This design comes from an exercise in tuning for a short achievable clock period and few clock cycles on the open sky130 flow, not from production work.
The RTL was checked by simulation tests, not by an equivalence proof against the original design.
Power figures rest on the tool's default switching activity, not on a simulated workload.

==> job 5574 <==
==> flow/design.v <==
module fde_core (
    input  wire        clk,
    input  wire        rst,            
    input  wire [7:0]  key,            
    output wire [7:0]  mem_addr,
    output wire        mem_we,
    output wire [15:0] mem_wdata,
    input  wire [15:0] mem_rdata,
    output reg  [15:0] out_data,
    output reg         out_valid,
    output reg  [15:0] disp_data,
    output reg         disp_data_valid,
    output reg  [15:0] disp_ctrl,
    output reg         disp_ctrl_valid,
    output reg         halted,
    output reg  [1:0]  fault,
    output reg  [15:0] fault_info
);
    localparam [1:0] FAULT_NONE        = 2'd0;
    localparam [1:0] FAULT_INVALID_OP  = 2'd1;
    localparam [1:0] FAULT_ADDR_RANGE  = 2'd3;
    localparam [7:0] OP_NOP = 8'h00, OP_LDA = 8'h01, OP_ADD = 8'h02, OP_SUB = 8'h03,
                     OP_STA = 8'h04, OP_LDI = 8'h05, OP_JMP = 8'h06, OP_JC  = 8'h07,
                     OP_JZ  = 8'h08, OP_SHL = 8'h09, OP_SHR = 8'h0A, OP_KEY = 8'h0B,
                     OP_OUT = 8'h0E, OP_HLT = 8'h0F, OP_PSH = 8'h10, OP_POP = 8'h11,
                     OP_CAL = 8'h12, OP_RET = 8'h13, OP_LSP = 8'h14, OP_DSD = 8'h15,
                     OP_DSC = 8'h16;
    reg [15:0] reg_a;
    reg        carry;
    reg        zero;
    reg [3:0]  sp;
    reg [7:0]  ma;         
    reg        mw;         
    reg [15:0] mwd;        
    reg        pk_fetch;   
    wire [7:0] ma_p1 = ma + 8'd1;
    assign mem_addr  = ma;
    assign mem_we    = mw;
    assign mem_wdata = mwd;
    reg        have;
    reg [7:0]  ir_op;
    reg [7:0]  ir_opd;
    reg [7:0]  nseq;       
    reg [7:0]  nseq_p1;    
    reg d_lda, d_add, d_sub, d_sta, d_psh, d_pop, d_cal, d_ret;
    reg d_ldi, d_key, d_shl, d_shr, d_out, d_dsd, d_dsc, d_lsp, d_hlt, d_bad;
    localparam CL = 5;
    localparam NL = 1 << CL;
    reg [NL-1:0] c_val;
    reg [15:0] pf_word;
    reg        pf_ok;
    wire jx     = have & !halted;                        
    wire j_mem  = d_lda | d_add | d_sub | d_sta | d_psh | d_pop;    
    wire ret_bad = d_ret & (mem_rdata[15:8] != 8'd0);
    wire halting = jx & (d_hlt | d_bad | ret_bad);
    wire [15:0] opb      = mem_rdata;
    wire [16:0] alu_sum  = {1'b0, reg_a} + {1'b0, opb};
    wire [16:0] alu_diff = {1'b0, reg_a} - {1'b0, opb};
    wire [15:0] alu_res  = d_sub ? alu_diff[15:0] : alu_sum[15:0];
    wire        alu_c    = d_sub ? ~alu_diff[16] : alu_sum[16];
    wire        alu_z    = d_sub ? (reg_a == opb)
                                 : ((reg_a ^ opb) == {reg_a[14:0] | opb[14:0], 1'b0});
    reg [15:0] a_aj;
    always @* begin
        a_aj = reg_a;
        if (jx) begin
            if (d_lda | d_pop) a_aj = mem_rdata;
            if (d_add | d_sub) a_aj = alu_res;
            if (d_ldi)         a_aj = {8'd0, ir_opd};
            if (d_key)         a_aj = {8'd0, key};
            if (d_shl)         a_aj = {reg_a[14:0], 1'b0};
            if (d_shr)         a_aj = {1'b0, reg_a[15:1]};
        end
    end
    wire c_aj = (jx & d_shl) ? reg_a[15] : (jx & d_shr) ? reg_a[0] :
                (jx & (d_add | d_sub)) ? alu_c : carry;
    wire z_aj = (jx & d_shl) ? (reg_a[14:0] == 15'd0) :
                (jx & d_shr) ? (reg_a[15:1] == 15'd0) :
                (jx & (d_add | d_sub)) ? alu_z : zero;
    reg [3:0] sp_aj;
    always @* begin
        sp_aj = sp;
        if (jx) begin
            if (d_psh | d_cal) sp_aj = sp + 4'd1;
            if (d_pop | d_ret) sp_aj = sp - 4'd1;
            if (d_lsp)         sp_aj = reg_a[3:0];
        end
    end
    wire        pf_use = pf_ok & !(mw & (ma == nseq));
    wire        n_from_pf = !pk_fetch & have & j_mem & pf_use;
    wire        n_valid = pk_fetch | n_from_pf;
    wire [15:0] n_word  = pk_fetch ? mem_rdata : pf_word;
    wire [7:0]  n_nseq  = pk_fetch ? ma_p1 : nseq_p1;
    wire [7:0]  n_op    = n_word[15:8];
    wire [7:0]  n_opd   = n_word[7:0];
    wire n_lda = (n_op == OP_LDA), n_add = (n_op == OP_ADD), n_sub = (n_op == OP_SUB);
    wire n_sta = (n_op == OP_STA), n_psh = (n_op == OP_PSH), n_pop = (n_op == OP_POP);
    wire n_cal = (n_op == OP_CAL), n_ret = (n_op == OP_RET);
    wire n_jmp = (n_op == OP_JMP), n_jc = (n_op == OP_JC), n_jz = (n_op == OP_JZ);
    wire n_dir  = n_lda | n_add | n_sub | n_sta;
    wire n_push = n_psh | n_cal;
    wire n_popr = n_pop | n_ret;
    wire n_memop = n_dir | n_push | n_popr;
    wire n_taken = n_jmp | (n_jc & c_aj) | (n_jz & z_aj);
    reg [7:0]  ma_n;
    reg        mw_n;
    reg [15:0] mwd_n;
    reg        pk_n;
    always @* begin
        ma_n  = n_nseq;
        mw_n  = 1'b0;
        mwd_n = a_aj;
        pk_n  = 1'b1;
        if (n_valid) begin
            if (n_memop) begin
                pk_n = 1'b0;
                mw_n = n_sta | n_push;
                if (n_dir)       ma_n = n_opd;
                else if (n_push) ma_n = {4'hF, sp_aj};
                else             ma_n = {4'hF, sp_aj - 4'd1};
                if (n_cal) mwd_n = {8'd0, n_nseq};
            end else if (n_taken) begin
                ma_n = n_opd;
            end
        end else begin
            if (d_cal)      ma_n = ir_opd;
            else if (d_ret) ma_n = mem_rdata[7:0];
            else            ma_n = nseq;
        end
        if (halting) mw_n = 1'b0;
    end
    wire [16*NL-1:0] c_words;
    wire [NL-1:0]    c_hit_a, c_hit_b;
    genvar gi;
    generate
        for (gi = 0; gi < NL; gi = gi + 1) begin : line
            reg [15:0]   data;
            reg [7-CL:0] tag;
            wire sel = (ma[CL-1:0] == gi);
            wire upd = mw & c_val[gi] & (tag == ma[7:CL]);
            always @(posedge clk) begin
                if (!rst && !halted && sel && (pk_fetch || upd)) begin
                    data <= pk_fetch ? mem_rdata : mwd;
                    tag  <= ma[7:CL];
                end
            end
            assign c_words[gi*16 +: 16] = data;
            assign c_hit_a[gi] = c_val[gi] & (tag == ma_p1[7:CL]);
            assign c_hit_b[gi] = c_val[gi] & (tag == nseq_p1[7:CL]);
        end
    endgenerate
    wire [CL-1:0] ia = ma_p1[CL-1:0];
    wire [CL-1:0] ib = nseq_p1[CL-1:0];
    wire        hit_a  = c_hit_a[ia];
    wire        hit_b  = c_hit_b[ib];
    wire [15:0] word_a = c_words[ia*16 +: 16];
    wire [15:0] word_b = c_words[ib*16 +: 16];
    always @(posedge clk) begin
        if (rst)
            c_val <= {NL{1'b0}};
        else if (!halted && pk_fetch)
            c_val[ma[CL-1:0]] <= 1'b1;
    end
    always @(posedge clk) begin
        if (rst) begin
            reg_a           <= 16'd0;
            carry           <= 1'b0;
            zero            <= 1'b0;
            sp              <= 4'd0;
            ma              <= 8'd0;
            mw              <= 1'b0;
            mwd             <= 16'd0;
            pk_fetch        <= 1'b1;
            have            <= 1'b0;
            ir_op           <= 8'd0;
            ir_opd          <= 8'd0;
            nseq            <= 8'd0;
            nseq_p1         <= 8'd0;
            {d_lda, d_add, d_sub, d_sta, d_psh, d_pop, d_cal, d_ret} <= 8'd0;
            {d_ldi, d_key, d_shl, d_shr, d_out, d_dsd, d_dsc, d_lsp, d_hlt, d_bad} <= 10'd0;
            pf_word         <= 16'd0;
            pf_ok           <= 1'b0;
            halted          <= 1'b0;
            fault           <= FAULT_NONE;
            fault_info      <= 16'd0;
            out_data        <= 16'd0;
            out_valid       <= 1'b0;
            disp_data       <= 16'd0;
            disp_data_valid <= 1'b0;
            disp_ctrl       <= 16'd0;
            disp_ctrl_valid <= 1'b0;
        end else begin
            out_valid       <= 1'b0;
            disp_data_valid <= 1'b0;
            disp_ctrl_valid <= 1'b0;
            if (halted) begin
                mw <= 1'b0;
            end else begin
                if (jx) begin
                    if (d_lda) reg_a <= mem_rdata;
                    if (d_add | d_sub) begin
                        reg_a <= alu_res;
                        carry <= alu_c;
                        zero  <= alu_z;
                    end
                    if (d_psh | d_cal) sp <= sp + 4'd1;
                    if (d_pop) begin
                        sp    <= sp - 4'd1;
                        reg_a <= mem_rdata;
                    end
                    if (d_ret) begin
                        if (ret_bad) begin
                            halted     <= 1'b1;
                            fault      <= FAULT_ADDR_RANGE;
                            fault_info <= mem_rdata;
                        end else begin
                            sp <= sp - 4'd1;
                        end
                    end
                    if (d_ldi) reg_a <= {8'd0, ir_opd};
                    if (d_key) reg_a <= {8'd0, key};
                    if (d_shl) begin
                        reg_a <= {reg_a[14:0], 1'b0};
                        carry <= reg_a[15];
                        zero  <= (reg_a[14:0] == 15'd0);
                    end
                    if (d_shr) begin
                        reg_a <= {1'b0, reg_a[15:1]};
                        carry <= reg_a[0];
                        zero  <= (reg_a[15:1] == 15'd0);
                    end
                    if (d_out) begin
                        out_data  <= reg_a;
                        out_valid <= 1'b1;
                    end
                    if (d_dsd) begin
                        disp_data       <= reg_a;
                        disp_data_valid <= 1'b1;
                    end
                    if (d_dsc) begin
                        disp_ctrl       <= reg_a;
                        disp_ctrl_valid <= 1'b1;
                    end
                    if (d_lsp) sp <= reg_a[3:0];
                    if (d_hlt) halted <= 1'b1;
                    if (d_bad) begin
                        halted     <= 1'b1;
                        fault      <= FAULT_INVALID_OP;
                        fault_info <= {8'd0, ir_op};
                    end
                end
                ma       <= ma_n;
                mw       <= mw_n;
                mwd      <= mwd_n;
                pk_fetch <= pk_n;
                have     <= n_valid;
                ir_op    <= n_op;
                ir_opd   <= n_opd;
                nseq     <= n_nseq;
                nseq_p1  <= n_nseq + 8'd1;
                d_lda    <= n_lda;
                d_add    <= n_add;
                d_sub    <= n_sub;
                d_sta    <= n_sta;
                d_psh    <= n_psh;
                d_pop    <= n_pop;
                d_cal    <= n_cal;
                d_ret    <= n_ret;
                d_ldi    <= (n_op == OP_LDI);
                d_key    <= (n_op == OP_KEY);
                d_shl    <= (n_op == OP_SHL);
                d_shr    <= (n_op == OP_SHR);
                d_out    <= (n_op == OP_OUT);
                d_dsd    <= (n_op == OP_DSD);
                d_dsc    <= (n_op == OP_DSC);
                d_lsp    <= (n_op == OP_LSP);
                d_hlt    <= (n_op == OP_HLT);
                d_bad    <= (n_op == 8'h0C) | (n_op == 8'h0D) | (n_op > 8'h16);
                if (pk_fetch) begin
                    pf_word <= word_a;
                    pf_ok   <= hit_a;
                end else begin
                    pf_word <= word_b;
                    pf_ok   <= hit_b & !(mw & (ma == nseq_p1));
                end
            end
        end
    end
endmodule
==> flow/run.sh <==
#!/bin/bash
# synth_recipe.tcl (not shown) runs the flow's synth.tcl, then flattens the netlist and writes it again
# the make line also repeats each setting of config.mk as NAME=value (left out here)
make -C /OpenROAD-flow-scripts/flow DESIGN_CONFIG=/design/flow/config.mk WORK_HOME=/design/flow/orfs CLKGATE_MAP_FILE= SYNTH_SCRIPT=/design/flow/synth_recipe.tcl finish
==> flow/config.mk <==
export PLATFORM = sky130hd
export DESIGN_NAME = fde_core
export DESIGN_NICKNAME = fde_core
export VERILOG_FILES = /design/flow/design.v
export SDC_FILE = /design/flow/constraint.sdc
export NUM_CORES = 4
export LEC_CHECK = 0
export ABC_CLOCK_PERIOD_IN_PS = 2500
export CAP_MARGIN = 20
export CORE_MARGIN = 2
export CORE_UTILIZATION = 40
export PLACE_DENSITY = 0.6
export SETUP_SLACK_MARGIN = 4.3
export SLEW_MARGIN = 20
export TNS_END_PERCENT = 100
==> flow/constraint.sdc <==
create_clock -name core_clock -period 7.0 [get_ports {clk}]
set_input_delay 1.4000 -clock core_clock [delete_from_list [all_inputs] [get_ports {clk}]]
set_output_delay 1.4000 -clock core_clock [all_outputs]
set_load 0.01 [all_outputs]
==> job 5391: changes against job 5574 <==
--- a/flow/design.v
+++ b/flow/design.v
@@ -54,29 +54,50 @@
     wire ret_bad = d_ret & (mem_rdata[15:8] != 8'd0);
     wire halting = jx & (d_hlt | d_bad | ret_bad);
     wire [15:0] opb      = mem_rdata;
-    wire [16:0] alu_sum  = {1'b0, reg_a} + {1'b0, opb};
-    wire [16:0] alu_diff = {1'b0, reg_a} - {1'b0, opb};
-    wire [15:0] alu_res  = d_sub ? alu_diff[15:0] : alu_sum[15:0];
-    wire        alu_c    = d_sub ? ~alu_diff[16] : alu_sum[16];
+    wire [15:0] opx      = d_sub ? ~opb : opb;
+    reg  [16:0] pg_g, pg_p, pk_g, pk_p;
+    reg  [15:0] alu_res;
+    reg         alu_c;
+    integer     ki, kd;
+    always @* begin
+        pg_g[0] = d_sub;
+        pg_p[0] = 1'b0;
+        for (ki = 0; ki < 16; ki = ki + 1) begin
+            pg_g[ki+1] = reg_a[ki] & opx[ki];
+            pg_p[ki+1] = reg_a[ki] ^ opx[ki];
+        end
+        pk_g = pg_g;
+        pk_p = pg_p;
+        for (kd = 1; kd < 17; kd = kd * 2) begin
+            for (ki = 16; ki >= kd; ki = ki - 1) begin
+                pk_g[ki] = pk_g[ki] | (pk_p[ki] & pk_g[ki-kd]);
+                pk_p[ki] = pk_p[ki] & pk_p[ki-kd];
+            end
+        end
+        for (ki = 0; ki < 16; ki = ki + 1)
+            alu_res[ki] = pg_p[ki+1] ^ pk_g[ki];
+        alu_c = pk_g[16];
+    end
     wire        alu_z    = d_sub ? (reg_a == opb)
                                  : ((reg_a ^ opb) == {reg_a[14:0] | opb[14:0], 1'b0});
-    reg [15:0] a_aj;
-    always @* begin
-        a_aj = reg_a;
+    wire j_alu = jx & (d_add | d_sub);
+    reg [15:0] a_other;
+    always @* begin
+        a_other = reg_a;
         if (jx) begin
-            if (d_lda | d_pop) a_aj = mem_rdata;
-            if (d_add | d_sub) a_aj = alu_res;
-            if (d_ldi)         a_aj = {8'd0, ir_opd};
-            if (d_key)         a_aj = {8'd0, key};
-            if (d_shl)         a_aj = {reg_a[14:0], 1'b0};
-            if (d_shr)         a_aj = {1'b0, reg_a[15:1]};
-        end
-    end
-    wire c_aj = (jx & d_shl) ? reg_a[15] : (jx & d_shr) ? reg_a[0] :
-                (jx & (d_add | d_sub)) ? alu_c : carry;
-    wire z_aj = (jx & d_shl) ? (reg_a[14:0] == 15'd0) :
-                (jx & d_shr) ? (reg_a[15:1] == 15'd0) :
-                (jx & (d_add | d_sub)) ? alu_z : zero;
+            if (d_lda | d_pop) a_other = mem_rdata;
+            if (d_ldi)         a_other = {8'd0, ir_opd};
+            if (d_key)         a_other = {8'd0, key};
+            if (d_shl)         a_other = {reg_a[14:0], 1'b0};
+            if (d_shr)         a_other = {1'b0, reg_a[15:1]};
+        end
+    end
+    wire [15:0] a_aj = j_alu ? alu_res : a_other;
+    wire c_other = (jx & d_shl) ? reg_a[15] : (jx & d_shr) ? reg_a[0] : carry;
+    wire z_other = (jx & d_shl) ? (reg_a[14:0] == 15'd0) :
+                   (jx & d_shr) ? (reg_a[15:1] == 15'd0) : zero;
+    wire c_aj = j_alu ? alu_c : c_other;
+    wire z_aj = j_alu ? alu_z : z_other;
     reg [3:0] sp_aj;
     always @* begin
         sp_aj = sp;
@@ -102,12 +123,25 @@
     wire n_popr = n_pop | n_ret;
     wire n_memop = n_dir | n_push | n_popr;
     wire n_taken = n_jmp | (n_jc & c_aj) | (n_jz & z_aj);
+    wire use_opd = n_valid & (n_dir | (!n_memop & n_taken));
     reg [7:0]  ma_n;
     reg        mw_n;
     reg [15:0] mwd_n;
     reg        pk_n;
-    always @* begin
-        ma_n  = n_nseq;
+    reg [7:0]  ma_rest;
+    always @* begin
+        ma_rest = n_nseq;
+        if (n_valid) begin
+            if (n_push)      ma_rest = {4'hF, sp_aj};
+            else if (n_popr) ma_rest = {4'hF, sp_aj - 4'd1};
+        end else begin
+            if (d_cal)      ma_rest = ir_opd;
+            else if (d_ret) ma_rest = mem_rdata[7:0];
+            else            ma_rest = nseq;
+        end
+        ma_n = use_opd ? n_opd : ma_rest;
+    end
+    always @* begin
         mw_n  = 1'b0;
         mwd_n = a_aj;
         pk_n  = 1'b1;
@@ -115,17 +149,8 @@
             if (n_memop) begin
                 pk_n = 1'b0;
                 mw_n = n_sta | n_push;
-                if (n_dir)       ma_n = n_opd;
-                else if (n_push) ma_n = {4'hF, sp_aj};
-                else             ma_n = {4'hF, sp_aj - 4'd1};
                 if (n_cal) mwd_n = {8'd0, n_nseq};
-            end else if (n_taken) begin
-                ma_n = n_opd;
-            end
-        end else begin
-            if (d_cal)      ma_n = ir_opd;
-            else if (d_ret) ma_n = mem_rdata[7:0];
-            else            ma_n = nseq;
+            end
         end
         if (halting) mw_n = 1'b0;
     end
@@ -196,18 +221,12 @@
             if (halted) begin
                 mw <= 1'b0;
             end else begin
+                reg_a <= a_aj;
+                carry <= c_aj;
+                zero  <= z_aj;
                 if (jx) begin
-                    if (d_lda) reg_a <= mem_rdata;
-                    if (d_add | d_sub) begin
-                        reg_a <= alu_res;
-                        carry <= alu_c;
-                        zero  <= alu_z;
-                    end
                     if (d_psh | d_cal) sp <= sp + 4'd1;
-                    if (d_pop) begin
-                        sp    <= sp - 4'd1;
-                        reg_a <= mem_rdata;
-                    end
+                    if (d_pop) sp <= sp - 4'd1;
                     if (d_ret) begin
                         if (ret_bad) begin
                             halted     <= 1'b1;
@@ -216,18 +235,6 @@
                         end else begin
                             sp <= sp - 4'd1;
                         end
-                    end
-                    if (d_ldi) reg_a <= {8'd0, ir_opd};
-                    if (d_key) reg_a <= {8'd0, key};
-                    if (d_shl) begin
-                        reg_a <= {reg_a[14:0], 1'b0};
-                        carry <= reg_a[15];
-                        zero  <= (reg_a[14:0] == 15'd0);
-                    end
-                    if (d_shr) begin
-                        reg_a <= {1'b0, reg_a[15:1]};
-                        carry <= reg_a[0];
-                        zero  <= (reg_a[15:1] == 15'd0);
                     end
                     if (d_out) begin
                         out_data  <= reg_a;
Settings changed: TNS_END_PERCENT 100 to 5.
==> job 1854: changes against job 5574 <==
--- a/flow/design.v
+++ b/flow/design.v
@@ -30,10 +30,10 @@
     reg        zero;
     reg [3:0]  sp;
     reg [7:0]  ma;         
+    reg [7:0]  ma_p1;      
     reg        mw;         
     reg [15:0] mwd;        
     reg        pk_fetch;   
-    wire [7:0] ma_p1 = ma + 8'd1;
     assign mem_addr  = ma;
     assign mem_we    = mw;
     assign mem_wdata = mwd;
@@ -103,11 +103,13 @@
     wire n_memop = n_dir | n_push | n_popr;
     wire n_taken = n_jmp | (n_jc & c_aj) | (n_jz & z_aj);
     reg [7:0]  ma_n;
+    reg [7:0]  ma_p1_n;    
     reg        mw_n;
     reg [15:0] mwd_n;
     reg        pk_n;
     always @* begin
         ma_n  = n_nseq;
+        ma_p1_n = n_nseq + 8'd1;
         mw_n  = 1'b0;
         mwd_n = a_aj;
         pk_n  = 1'b1;
@@ -115,17 +117,25 @@
             if (n_memop) begin
                 pk_n = 1'b0;
                 mw_n = n_sta | n_push;
-                if (n_dir)       ma_n = n_opd;
-                else if (n_push) ma_n = {4'hF, sp_aj};
-                else             ma_n = {4'hF, sp_aj - 4'd1};
+                if (n_dir) begin
+                    ma_n = n_opd;          ma_p1_n = n_opd + 8'd1;
+                end else if (n_push) begin
+                    ma_n = {4'hF, sp_aj};  ma_p1_n = {4'hF, sp_aj + 4'd1};
+                end else begin
+                    ma_n = {4'hF, sp_aj - 4'd1};  ma_p1_n = {4'hF, sp_aj};
+                end
                 if (n_cal) mwd_n = {8'd0, n_nseq};
             end else if (n_taken) begin
-                ma_n = n_opd;
+                ma_n = n_opd;  ma_p1_n = n_opd + 8'd1;
             end
         end else begin
-            if (d_cal)      ma_n = ir_opd;
-            else if (d_ret) ma_n = mem_rdata[7:0];
-            else            ma_n = nseq;
+            if (d_cal) begin
+                ma_n = ir_opd;  ma_p1_n = ir_opd + 8'd1;
+            end else if (d_ret) begin
+                ma_n = mem_rdata[7:0];  ma_p1_n = mem_rdata[7:0] + 8'd1;
+            end else begin
+                ma_n = nseq;  ma_p1_n = nseq_p1;
+            end
         end
         if (halting) mw_n = 1'b0;
     end
@@ -168,6 +178,7 @@
             zero            <= 1'b0;
             sp              <= 4'd0;
             ma              <= 8'd0;
+            ma_p1           <= 8'd1;
             mw              <= 1'b0;
             mwd             <= 16'd0;
             pk_fetch        <= 1'b1;
@@ -250,6 +261,7 @@
                     end
                 end
                 ma       <= ma_n;
+                ma_p1    <= ma_p1_n;
                 mw       <= mw_n;
                 mwd      <= mwd_n;
                 pk_fetch <= pk_n;
Settings changed: TNS_END_PERCENT 100 to 5.
==> results.txt <==
item                                                      job 5391   job 1854   job 5574
Outcome                                   timing/DRC/antenna clean  timing/DRC/antenna clean  timing/DRC/antenna clean
Post-route minimum period                                  3.28 ns    3.62 ns    3.36 ns
Sequential cell fraction of total power                      41.0%      41.8%      35.3%
Proportion of power drawn by combinational gates             25.3%      23.1%      34.2%
Largest fanout on the critical path                              2          5          5
Summed instance area of the synthesized netlist          39800 um2  41600 um2  40700 um2
R2r worst-path depth                                            12         11         13
Part of the total power dissipated in the clock network      33.7%      35.1%      30.5%
Multi-input logic cell count                                  2590       2898       2754
Well Taps                                                     1287       1380       1368
Average cell area after synthesis                         10.6 um2   10.1 um2   10.3 um2
Combinational cell power                                   3.47 mW    3.12 mW    5.42 mW
Critical register-to-register path endpoint                  ma[5]      ma[0]      ma[5]
Top routing layer in use                                      met4       met5       met5
Multiplexer fraction of the synthesized cell area            2.16%      2.31%      1.77%
Arr. time, crit path                                       3.89 ns    4.18 ns    3.96 ns
Initial antenna violation count                                  1          1          8
Least-Margin Pin Slew                                      1.11 ns   0.963 ns    1.10 ns
Testbench counts of job 5574, summed over its fixed seeds: cycles 20,030.
Testbench counts of job 5391, summed over its fixed seeds: cycles 20,030.
Testbench counts of job 1854, summed over its fixed seeds: cycles 20,030.

## re-timing with driven ports
The flow's constraints put no driver on any port. The routed layouts listed below were extracted and timed again, unchanged, in two steps. Step 1 sets driving cells, clkbuf_16 on the clock port and buf_2 on the other inputs (assumed; they add their load-dependent delay and slew). Step 2 adds t to the input delays and takes it off the output delays; t is the mean of the earliest and latest rising clock arrival at the registers after step 1. Input paths then give back, and output paths get back, about the clock's delay inside the block. Three values: ideal ports, drivers, drivers and shift; two values: the first two.
| run | t (ns) | setup WS [ns] | worst setup path at the end |
|---|---|---|---|
| job 5574 | 0.748 | 3.635 / 3.650 / 2.901 | input to register |
| job 5391 | 0.725 | 3.723 / 3.740 / 3.015 | input to register |
| job 1854 | 0.734 | 3.385 / 3.385 / 2.651 | input to register |
After both steps every run listed still meets setup and hold.
